This design comes from an exercise in tuning for small area, a short achievable clock period and few clock cycles on the open sky130 flow, not from production work.
The RTL was checked by simulation tests, not by an equivalence proof against the original design.

==> v1: inputs <==
## ctr_drbg
module ctr_drbg (
  input              clk,
  input              rst,
  input              cmd_valid,
  output             cmd_ready,
  input       [31:0] cmd_data,
  input              cmd_last,
  output             rsp_valid,
  input              rsp_ready,
  output      [2:0]  rsp_status,
  output      [31:0] rsp_data,
  output             rsp_last,
  output             cph_req_valid,
  input              cph_req_ready,
  output             cph_req_op,
  output [127:0]     cph_req_key,
  output [127:0]     cph_req_blk,
  input              cph_rsp_valid,
  input              cph_rsp_err,
  input  [127:0]     cph_rsp_data
);
  localparam [127:0] DFC = 128'h000102030405060708090A0B0C0D0E0F;
  localparam [127:0] IV1 = {32'd1, 96'd0};
  localparam [2:0] ST_OK = 3'd0, ST_INVLEN = 3'd1, ST_RESEED = 3'd2, ST_CIPHER = 3'd3,
                   ST_INVSTATE = 3'd4, ST_ILLEGAL = 3'd5;
  localparam [1:0] L_EMPTY = 2'd0, L_LIVE = 2'd1, L_DESTROYED = 2'd2;
  localparam [2:0] F_HDR = 3'd0, F_LEN = 3'd1, F_DATA = 3'd2, F_DRAIN = 3'd3, F_DONE = 3'd4;
  localparam [4:0] X_IDLE = 5'd0,  X_I0 = 5'd1,  X_I1 = 5'd2,  X_I2 = 5'd3,  X_I3 = 5'd4,
                   X_IW   = 5'd5,  X_D0 = 5'd6,  X_D1 = 5'd7,  X_D2 = 5'd8,  X_D3 = 5'd9,
  ...
Settings: LEC_CHECK=0, CAP_MARGIN=30, CORE_MARGIN=2, CORE_UTILIZATION=40, SETUP_SLACK_MARGIN=5, SLEW_MARGIN=40; clock period 10.0 ns.
run.sh (not shown) runs the stock make flow with config.mk's settings and CLKGATE_MAP_FILE= SYNTH_SCRIPT=/design/flow/synth_recipe.tcl, a recipe that flattens the netlist after the stock synthesis.
==> v28 (differences from v1) <==
--- a/flow/design.v
+++ b/flow/design.v
@@ -54,12 +54,14 @@
   reg          req_bad, addl_bad, bad, nk, lastlen, chk_pend, pst_v;
   reg  [2:0]   pst;
   reg          cmd_rdy;
   reg  [127:0] pb;
   reg  [1:0]   widx;
   reg          dfi, blk_rdy, fin, pad_pend, pbres, xab;
+  reg          sk_v;                     
+  reg  [31:0]  sk_d;
   reg  [4:0]   xst;
   reg  [127:0] kreg, cv0, cv1, t1r, t2r;
   reg          kv, zv, c0v, c1v, t1v, spend, p1done, xdec;
   reg  [2:0]   gk, pk, x_n;
   reg          fx;                       
   reg  [3:0]   x_op;
@@ -199,13 +201,14 @@
   reg  [33:0]  lsum_n;
   reg  [5:0]   req_m1_n;
   reg          req_bad_n, addl_bad_n, bad_n, nk_n, lastlen_n, chk_pend_n, pst_v_n;
   reg  [2:0]   pst_n;
   reg  [127:0] pb_n;
   reg  [1:0]   widx_n;
-  reg          dfi_n, blk_rdy_n, fin_n, pad_pend_n, pbres_n, xab_n;
+  reg          dfi_n, blk_rdy_n, fin_n, pad_pend_n, pbres_n, xab_n, sk_v_n;
+  reg  [31:0]  sk_d_n;
   reg  [4:0]   xst_n, xse;
   reg  [127:0] kreg_n, cv0_n, cv1_n, t1r_n, t2r_n;
   reg          kv_n, zv_n, c0v_n, c1v_n, t1v_n, spend_n, p1done_n, xdec_n;
   reg  [2:0]   gk_n, pk_n, x_n_n;
   reg          fx_n, x_ai_n, x_nk_n, x_pstv_n, x_bad_n, x_fdone_n, blkdone_n;
   reg  [3:0]   x_op_n;
@@ -292,13 +295,13 @@
   always @(*) begin
     fst_n = fst; h_op_n = h_op; h_ai_n = h_ai; h_ok_n = h_ok; hnew_n = hnew;
     h_sidx_n = h_sidx; lcnt_n = lcnt; lsum_n = lsum; req_m1_n = req_m1;
     req_bad_n = req_bad; addl_bad_n = addl_bad; bad_n = bad; nk_n = nk; lastlen_n = lastlen;
     chk_pend_n = chk_pend; pst_v_n = pst_v; pst_n = pst;
     pb_n = pb; widx_n = widx; dfi_n = dfi; blk_rdy_n = blk_rdy; fin_n = fin;
-    pad_pend_n = pad_pend; pbres_n = pbres; xab_n = xab;
+    pad_pend_n = pad_pend; pbres_n = pbres; xab_n = xab; sk_v_n = sk_v; sk_d_n = sk_d;
     xst_n = xst; kreg_n = kreg; cv0_n = cv0; cv1_n = cv1; t1r_n = t1r; t2r_n = t2r;
     kv_n = kv; zv_n = zv; c0v_n = c0v; c1v_n = c1v; t1v_n = t1v; spend_n = spend;
     p1done_n = p1done; xdec_n = xdec; gk_n = gk; pk_n = pk; x_n_n = x_n;
     fx_n = fx; x_op_n = x_op; x_ai_n = x_ai; x_nk_n = x_nk; x_pstv_n = x_pstv; x_bad_n = x_bad;
     x_fdone_n = x_fdone; x_sidx_n = x_sidx; x_req_n = x_req; x_pst_n = x_pst; blkdone_n = blkdone;
     cerr_n = cerr; e3_n = e3; e4_n = e4;
@@ -355,13 +358,17 @@
       if (lastlen && lsum == 34'd0) begin
         pb_n[63:32] = 32'h80000000;
         blk_rdy_n   = 1'b1;
         fin_n       = 1'b1;
       end
     end
-    if (cmd_fire && fst == F_DATA && dfon && lsum != 34'd0) begin
+    if (cmd_fire && fst == F_DATA && dfon && lsum != 34'd0 && blk_rdy) begin
+      sk_v_n = 1'b1;
+      sk_d_n = cmd_data;
+    end
+    if (cmd_fire && fst == F_DATA && dfon && lsum != 34'd0 && !blk_rdy) begin
       case (dfi ? 2'd2 : widx)
         2'd0: pb_n[127:96] = dword;
         2'd1: pb_n[95:64]  = dword;
         2'd2: pb_n[63:32]  = dword;
         default: pb_n[31:0] = dword;
       endcase
@@ -397,12 +404,13 @@
         pst_v_n    = 1'b0;
         dfi_n      = 1'b0;
         widx_n     = 2'd0;
         blk_rdy_n  = 1'b0;
         fin_n      = 1'b0;
         pad_pend_n = 1'b0;
+        sk_v_n     = 1'b0;
         xab_n      = 1'b0;
         if (!c_known || c_nlw0) begin
           if (c_known && !cmd_last) bad_n = 1'b1;
           chk_pend_n = 1'b1;
           fst_n      = cmd_last ? F_DONE : F_DRAIN;
         end else if (cmd_last) begin
@@ -589,17 +597,18 @@
         c0v_n = 1'b0;
         if (fin) kv_n = 1'b0;
         xst_n = X_BK1;
       end
       X_BK1: if (ld) begin
         c1v_n      = 1'b0;
-        pb_n       = pad_pend ? {32'h80000000, 96'd0} : 128'd0;
-        widx_n     = pad_pend ? 2'd1 : 2'd0;
+        pb_n       = pad_pend ? {32'h80000000, 96'd0} : sk_v_n ? {sk_d_n, 96'd0} : 128'd0;
+        widx_n     = (pad_pend || sk_v_n) ? 2'd1 : 2'd0;
         blk_rdy_n  = pad_pend;
         fin_n      = pad_pend;
         pad_pend_n = 1'b0;
+        sk_v_n     = 1'b0;
         if (fin) blkdone_n = 1'b1;
         xst_n      = fin ? X_K : X_BK0;
       end
       X_K:  if (ld) begin kv_n = 1'b0; xst_n = X_X1; end
       X_X1: if (ld) begin c1v_n = 1'b0; xst_n = X_X2; end
       X_X2: if (ld) xst_n = X_KS;
@@ -716,36 +725,54 @@
       r_act_n = 1'b1;
       rgen_n  = dgen;
       rstat_n = dstat;
       rbeat_n = 4'd0;
       nbeat_n = dgen ? xw_req[5:2] : 4'd0;
       rlb_n   = xw_req[1:0];
+      if ((!o_v || rsp_ready) && (!dgen || ov0)) begin
+        o_v_n   = 1'b1;
+        o_s_n   = dstat;
+        o_l_n   = (nbeat_n == 4'd0);
+        o_d_n   = !dgen ? 32'd0 :
+                  (nbeat_n != 4'd0) ? cv0[127:96] :
+                  (xw_req[1:0] == 2'd0) ? {cv0[127:120], 24'd0} :
+                  (xw_req[1:0] == 2'd1) ? {cv0[127:112], 16'd0} :
+                  (xw_req[1:0] == 2'd2) ? {cv0[127:104], 8'd0} : cv0[127:96];
+        rbeat_n = 4'd1;
+        if (nbeat_n == 4'd0) begin
+          r_act_n = 1'b0;
+          if (dgen) begin ov0_n = 1'b0; occ0_n = 1'b0; end
+        end
+      end
     end
     if (fx_n) begin
       x_op_n = h_op_n; x_ai_n = h_ai_n; x_sidx_n = h_sidx_n; x_req_n = req_m1_n; x_nk_n = nk_n;
       x_pstv_n = pst_v_n; x_pst_n = pst_n; x_bad_n = bad_n; x_fdone_n = (fst_n == F_DONE || fst_n == F_HDR);
     end
     xstart_nx = (xst_n == X_IDLE) && hnew_n;
     st_nx     = xstart_nx ? first_state(h_op_n, h_ai_n) : xst_n;
     req_nx    = xstart_nx ? req_m1_n : x_req_n;
     sel_nx    = selfn(st_nx, kv_n, zv_n, c0v_n, c1v_n, gk_n, pk_n, x_n_n,
                       {1'b0, req_nx[5:4]} + 3'd2);
     cmd_rdy_n = (fst_n == F_HDR) || (fst_n == F_LEN) || (fst_n == F_DRAIN) ||
-                (fst_n == F_DATA && !(df_op && !xab_n &&
-                                      (blk_rdy_n || pbres_n || !(fx_n || xst_n == X_IDLE))));
+                (fst_n == F_DATA && (!(df_op && !xab_n) ||
+                                     (!pbres_n && (fx_n || xst_n == X_IDLE) &&
+                                      (!blk_rdy_n || (!sk_v_n && !pad_pend_n &&
+                                                      (lsum_n[33:3] != 31'd0) &&
+                                                      !(lsum_n[33:2] == 32'd1 && lsum_n[1:0] == 2'd0))))));
   end
   always @(posedge clk) begin
     rk0 <= rk1; rk1 <= rk2; rk2 <= rk3;
     rv0 <= rv1; rv1 <= rv2; rv2 <= rv3;
     rk3 <= (rw && cwk) ? (czero ? 128'd0 : t1r) : rk0;
     rv3 <= (rw && cwv) ? (czero ? 128'd0 : t2r) : rv0;
     h_op <= h_op_n; h_ai <= h_ai_n; h_ok <= h_ok_n; h_sidx <= h_sidx_n; lcnt <= lcnt_n;
     lsum <= lsum_n; req_m1 <= req_m1_n; req_bad <= req_bad_n; addl_bad <= addl_bad_n;
     bad <= bad_n; nk <= nk_n; lastlen <= lastlen_n; pst <= pst_n;
     pb <= pb_n; widx <= widx_n; dfi <= dfi_n; blk_rdy <= blk_rdy_n; fin <= fin_n;
-    pad_pend <= pad_pend_n; xab <= xab_n;
+    pad_pend <= pad_pend_n; xab <= xab_n; sk_v <= sk_v_n; sk_d <= sk_d_n;
     kreg <= kreg_n; cv0 <= cv0_n; cv1 <= cv1_n; t1r <= t1r_n; t2r <= t2r_n;
     kv <= kv_n; zv <= zv_n; c0v <= c0v_n; c1v <= c1v_n; t1v <= t1v_n; spend <= spend_n;
     p1done <= p1done_n; xdec <= xdec_n; gk <= gk_n; pk <= pk_n; x_n <= x_n_n;
     x_op <= x_op_n; x_ai <= x_ai_n; x_nk <= x_nk_n; x_pstv <= x_pstv_n; x_bad <= x_bad_n;
     x_fdone <= x_fdone_n; x_sidx <= x_sidx_n; x_req <= x_req_n; x_pst <= x_pst_n;
     blkdone <= blkdone_n;
==> flow/config.mk (replaced) <==
export PLATFORM = sky130hd
export DESIGN_NAME = ctr_drbg
export DESIGN_NICKNAME = ctr_drbg
export VERILOG_FILES = /design/flow/design.v
export SDC_FILE = /design/flow/constraint.sdc
export NUM_CORES = 4
export LEC_CHECK = 0
export CAP_MARGIN = 30
export CORE_MARGIN = 2
export CORE_UTILIZATION = 55
export SETUP_SLACK_MARGIN = 5
export SLEW_MARGIN = 40
==> run summary <==
item                                                                            v28                 v1
Share of the clock period used by the worst path                              0.516              0.499
Wire per inst                                                               33.7 um            30.4 um
Logic depth of the worst setup path including buffers                            19                 16
CTS clk-pin slew, worst paths                                               0.07 ns            0.06 ns
Cell Area, Synth                                                       107,000 um^2       105,000 um^2
Startpoint of the worst setup timing path                           s_ab[0]$_DFF_P_  xst[4]$_SDFF_PP0_
Detailed Routing Iterations Pass 1                                                9                  7
Multi-input combinational cell count                                          7,650              7,276
Number of nets in the layout                                                 11,600             11,100
Worst hold path startpoint                                         rv3[102]$_DFF_P_    rk2[23]$_DFF_P_
Headroom to the max-slew limit                                                0.304              0.325
Worst-case setup margin in the final layout                                 4.84 ns            5.01 ns
Fill cells                                                                   15,600             23,900
Fraction of post-synthesis cell area in the top cell type by area             0.284              0.271
Fin area                                                               127,000 um^2       125,000 um^2
Number of instances in the placed design                                     13,500             14,000
Result of the run                                                    finished clean     finished clean
Sequential portion of the cell area                                           0.436              0.440
DP HPWL                                                                  316,000 um         292,000 um
Testbench counts of v1, summed over its fixed seeds: cycles 13,848.
Testbench counts of v28, summed over its fixed seeds: cycles 13,520.

[separate check: timing with driven ports]
In the flow no input, the clock included, has a driving cell. The finished layouts below were timed again as built, in two steps.
Step 1: set_driving_cell puts a clkbuf_16 on clk and a buf_2 on each other input, an assumption about the parent block.
Step 2 moves the port delays by t, midway between the first and last clock arrival at a register: inputs arrive t later, outputs are due t later. That takes back most of the time a late clock gives input paths.
Three values: ideal, step 1, step 2; two values: the first two.
run	t, ns	slack for setup (ns)	slew at the worst register clock pin (ns)	worst data-port slew with drivers (ns)
v1	1.002	5.010 / 5.010 / 4.085	0.07 / 0.07	0.22
v28	0.990	4.842 / 4.842 / 3.964	0.07 / 0.07	0.18
After both steps setup and hold are still met in every run listed. The setup slack of v1, which loses most, moves by 0.000 ns with the drivers and by -0.925 ns with both steps.
